This design comes from an exercise in tuning for small area, a short achievable clock period and few clock cycles per item on the open sky130 flow, not from production work. In this exercise RTL edits were held to simulation tests only and were not proved equivalent to the original. Power and IR drop assume default switching activity.

==> design/flow/design.v <==
module mod_mul_serial (
    input  wire        clk,
    input  wire        rst,
    input  wire        start,    
    input  wire [63:0] a,
    input  wire [63:0] b,
    input  wire [63:0] q,
    output wire        busy,
    output reg         done,     
    output reg  [63:0] p
);
    reg        running;
    reg  [5:0] bit_idx;
    reg [63:0] a_r;
    reg [63:0] b_r;
    reg [63:0] q_r;
    wire [63:0] dbl      = {p[62:0], 1'b0};
    wire [63:0] dbl_red  = (dbl >= q_r) ? dbl - q_r : dbl;
    wire [63:0] sum      = dbl_red + (b_r[bit_idx] ? a_r : 64'd0);
    wire [63:0] sum_red  = (sum >= q_r) ? sum - q_r : sum;
    assign busy = running;
    always @(posedge clk) begin
        if (rst) begin
            running <= 1'b0;
            done    <= 1'b0;
            bit_idx <= 6'd0;
        end else begin
            done <= 1'b0;
            if (!running) begin
                if (start) begin
                    running <= 1'b1;
                    bit_idx <= 6'd62;
                    a_r     <= a;
                    b_r     <= b;
                    q_r     <= q;
                    p       <= 64'd0;
                end
            end else begin
                p <= sum_red;
                if (bit_idx == 6'd0) begin
                    running <= 1'b0;
                    done    <= 1'b1;
                end else begin
                    bit_idx <= bit_idx - 6'd1;
                end
            end
        end
    end
endmodule
module ntt_butterfly_core (
    input  wire        clk,
    input  wire        rst,
    input  wire        in_valid,
    output wire        in_ready,
    input  wire [63:0] in_u,
    input  wire [63:0] in_v,
    input  wire [63:0] in_w,
    input  wire [63:0] in_q,
    output reg         out_valid,
    output reg  [63:0] out_a,
    output reg  [63:0] out_b
);
    localparam S_IDLE = 2'd0;
    localparam S_MUL  = 2'd1;
    localparam S_FIN  = 2'd2;
    reg  [1:0] state;
    reg [63:0] u_r;
    reg [63:0] q_r;
    wire        mul_done;
    wire        mul_busy;
    wire [63:0] t;
    wire accept = in_valid && in_ready;
    assign in_ready = (state == S_IDLE);
    mod_mul_serial u_mul (
        .clk   (clk),
        .rst   (rst),
        .start (accept),
        .a     (in_w),
        .b     (in_v),
        .q     (in_q),
        .busy  (mul_busy),
        .done  (mul_done),
        .p     (t)
    );
    wire [63:0] add_raw = u_r + t;
    wire [63:0] add_res = (add_raw >= q_r) ? add_raw - q_r : add_raw;
    wire [63:0] sub_res = (u_r >= t) ? u_r - t : u_r + q_r - t;
    always @(posedge clk) begin
        if (rst) begin
            state     <= S_IDLE;
            out_valid <= 1'b0;
        end else begin
            out_valid <= 1'b0;
            case (state)
                S_IDLE: if (accept) begin
                    u_r   <= in_u;
                    q_r   <= in_q;
                    state <= S_MUL;
                end
                S_MUL: if (mul_done) state <= S_FIN;
                S_FIN: begin
                    out_a     <= add_res;
                    out_b     <= sub_res;
                    out_valid <= 1'b1;
                    state     <= S_IDLE;
                end
                default: state <= S_IDLE;
            endcase
        end
    end
endmodule
==> design/flow/run.sh <==
#!/bin/bash
# synth_recipe.tcl (not shown) runs the flow's synth.tcl, then flattens the netlist and writes it again
# the make line also repeats each setting of config.mk as NAME=value (left out here)
make -C /OpenROAD-flow-scripts/flow DESIGN_CONFIG=/design/flow/config.mk WORK_HOME=/design/flow/orfs CLKGATE_MAP_FILE= SYNTH_SCRIPT=/design/flow/synth_recipe.tcl finish
==> design/flow/config.mk <==
export PLATFORM = sky130hd
export DESIGN_NAME = ntt_butterfly_core
export DESIGN_NICKNAME = ntt_butterfly_core
export VERILOG_FILES = /design/flow/design.v
export SDC_FILE = /design/flow/constraint.sdc
export NUM_CORES = 4
export LEC_CHECK = 0
export CAP_MARGIN = 20
export CORE_MARGIN = 2
export CORE_UTILIZATION = 40
export SLEW_MARGIN = 20
==> design/flow/constraint.sdc <==
create_clock -name core_clock -period 11.0 [get_ports {clk}]
set_input_delay 2.2000 -clock core_clock [delete_from_list [all_inputs] [get_ports {clk}]]
set_output_delay 2.2000 -clock core_clock [all_outputs]
set_load 0.01 [all_outputs]
==> out/results.tsv <==
stage	metric	value	unit
cts	post-cts sizing count	0	
placement	I/O Buffers	388	
yosys	Synth Instances	5493	
routing	Vias	42700	
routing	router iterations before antenna repair	6	
critical_path	arrival time worst endpoint	10.46	ns
cts	setup bufs post-CTS	0	
die	Die Span X	352	um
sta	Rel. slew slack	0.276	
cts	clk sinks	523	
critical_path	CP top delay family	simple AND/OR/NAND/NOR gates	
sta	RSZ-0062 raised after global routing	no	
power	power density over the cells	241	nW/um^2
critical_path	slowest CP cell	or3_4	
sta	Period minus WS final	10.07	ns
routing	DRC viols	0	
routing	total routed wirelength	173000	um
global_route	first-pass GRT wire length	256000	um
cells_and_area	storage element area	15600	sq um
global_route	largest net degree at the start of global routing	169	
power	static leakage	23.1	nW
yosys	Synth area leader	edfxtp_1	
status	outcome	finished clean	
placement	placed cell areas	53600	sq um
routing	drt wl/cell	23.4	um
power	Max VDD drop	0.000278	V
routing	Iteration-0 DRC Markers	4416	
yosys	Main synth FF type	edfxtp_1	
routing	metal2 WL	70000	um
routing	drt via density	5.77	
sta	endpoints failing hold	0	
sta	Worst-Margin Slew	1.08	ns
flow_run	Max-Cap Viols	0	
cts	Clk Latency, worst-skew pair	0.70	ns
cells_and_area	layout cells sized above 1	0.0475	
yosys	syn_area_per_cell	8.82	sq um
global_route	vias in the first global route	40700	
global_route	GRT Util Overall	0.270	
sta	Final WS setup	0.929	ns
sta	final slew viol count	0	
placement	worst slack at placement	1.00	ns
yosys	synthesis warning total	2	
cts	CTS max path bufs	3	
placement	DPL Wire Length	142000	um
critical_path	Crit. End Element	register	
yosys	syn_nets	6269	
sta	Setup-failing EPs final	0	
critical_path	most used cell, CP	nand2_1	
critical_path	WP buf/inv	3	
cells_and_area	fill cell count	11700	
critical_path	Worst Path Required	11.39	ns
yosys	Synth Cell Area	48500	sq um
yosys	sequential share of the synthesized area	0.322	
die	top-level I/O count	389	
sta	final worst-path cycle share	0.916	
sta	Setup Skew	0.0383	ns
die	cell row count	127	
die	Die Height	352	um
cells_and_area	Finished Cell Area	55900	sq um
sta	hold slack	0.439	ns
cts	CTS tree	built	
routing	M1 WL	83900	um
die	Core ar.	120000	sq um
die	Starting Density	0.403	
critical_path	Crit Path Class	register to register	
yosys	library cells used by synthesis	115	
placement	Final Wtd Congestion	0.993	
routing	post-route ant nets	0	
critical_path	Startpoint Class	register	
power	Power Total	13.5	mW
yosys	Post-synth EDFFs	512	
cts	total CTS buffers	67	
die	die area	124000	sq um
cts	root buf cell	clkbuf_16	
cells_and_area	Area Growth Syn to Fin	15.4	%
yosys	post-synthesis register bit count	523	
critical_path	Critical Path Fanout Max	66	
yosys	main area contributors after synthesis	edfxtp_1, ha_1, a21oi_1	
cts	CTS H-tree depth	3	
yosys	cell with the most instances after synthesis	a21oi_1	
cts	# hold bufs at CTS	0	
critical_path	Crit path largest cell delay	0.55	ns
min_path	Hold Path Class	register to register	
yosys	Async S/R FF share, synth	0	
routing	DR top layer	met5	
global_route	gr ovfl total	0	
sta	setup TNS	0	ns
yosys	top post-synthesis cells by count	a21oi_1, inv_1, edfxtp_1	
cts	clk slew on worst S/H paths	0.06	ns
yosys	top cell type's share of synthesized area	0.317	
sta	FMAX	0.0993	GHz
routing	WL met3	14600	um
global_route	initial antenna violation count	5	
cells_and_area	final net count	6514	
cells_and_area	Multi-input gate area	29900	sq um
sequential cells by signal, indices dropped and copies added (netlist names), 2 cells and up:
| register | count |
|---|---|
| out_a | 64 |
| out_b | 64 |
| q_r | 64 |
| state | 2 |
| u_mul.a_r | 64 |
| u_mul.b_r | 64 |
| u_mul.bit_idx | 6 |
| u_mul.p | 64 |
| u_mul.q_r | 64 |
| u_r | 64 |
cells in the final DEF (no fill, tap or decap), drive strengths merged, types with 23 or more instances in the layout:
cell type	instances
inv	541
or3	31
a21oi	592
o31ai	41
a21o	226
ha	448
a211oi	72
o21ai	349
nor2	362
edfxtp	512
nand4	93
o21a	56
nand3	107
a31oi	45
nor2b	47
o21bai	103
o211ai	49
nand2	455
and3	47
mux2i	30
clkbuf	76
nand2b	37
nor3	80
fa	69
xor2	124
mux2	24
and2	90
clkinv	23
xnor2	281
clkdlybuf4s50	388
nor4	32
metrics by stage:
step                       util  cells
final                     0.465   7403
after global routing      0.465   7401
after CTS                 0.465   7401
after detailed placement  0.446   7281
after global placement    0.446   7281
after floorplan               -   5493
final timing paths:
kind,start,endpoint,slack (ns),depth (start not counted)
setup / recovery,u_mul.p[18],u_mul.p[8],0.93,34
hold / removal,u_mul.done,state[1],0.44,2
setup reg to reg,u_mul.p[18],u_mul.p[8],0.93,34
hold reg to reg,u_mul.done,state[1],0.44,2
layout make-up:
type	instances	area share
multi-input combinational	4199	0.534
sequential	523	0.279
timing repair buffer	410	0.0729
tap	1612	0.0361
inverter	537	0.0360
clock buffer	76	0.0319
clock inverter	44	0.0101
antenna	2	0.0000895
worst min-delay path, stage by stage, from the launching register on:
cell and delay, ns:
dfxtp_1 0.31, nand2_1 0.06, nor3_1 0.04
cells by family (layout without fill, tap and decap cells):
| logic type | after synthesis | count (layout) | share of synthesized area |
|---|---|---|---|
| muxes | 68 | 68 | 0.0183 |
| DFF | 523 | 523 | 0.322 |
| buffers and inverters | 771 | 1067 | 0.0633 |
| adders and majority gates | 517 | 517 | 0.144 |
| AOI/OAI and AO/OA | 1756 | 1756 | 0.235 |
| and+or+nand+nor | 1453 | 1453 | 0.144 |
| xor gates and xnor gates | 405 | 405 | 0.0732 |
| other | 0 | 2 | 0 |
layer usage:
layer,GRT usage,vias to the layer above
met5,0,-
met4,0.0732,4
met3,0.0500,184
met2,0.385,1778
met1,0.413,20400
li1,-,20400
power breakdown:
part / internal (mW) / switching [mW] / total, mW
Sequential: 2.44 / 0.131 / 2.57
Clock: 1.42 / 0.963 / 2.38
Combinational: 3.20 / 5.34 / 8.54
Total: 7.06 / 6.43 / 13.5
Testbench counts, summed over its fixed seeds: cycles 168,968, items 2,560.

## afterwards: timing with drivers on the ports
The results above use ideal ports. As a check the final layout listed here was re-extracted and re-timed, cells and wires unchanged.
Step 1: set_driving_cell puts a clkbuf_16 on clk and a buf_2 on each other input, an assumption about the parent block.
Step 2 adds t to the input delays and takes it off the output delays; t is the mean of the earliest and latest rising clock arrival at the registers after step 1. Input paths then give back, and output paths get back, about the clock's delay inside the block.
a / b / c = ideal ports / drivers / drivers and shift; a / b = the first two.
t (ns): 0.754
slack for setup (ns): 0.929 / 0.929 / 0.929
worst setup path after step 2: register to register
worst slew at a driven data input, ns: 0.12
After both steps this run still meets setup and hold. For this run, drivers alone change the setup slack by 0.000 ns; drivers and shift together by 0.000 ns.
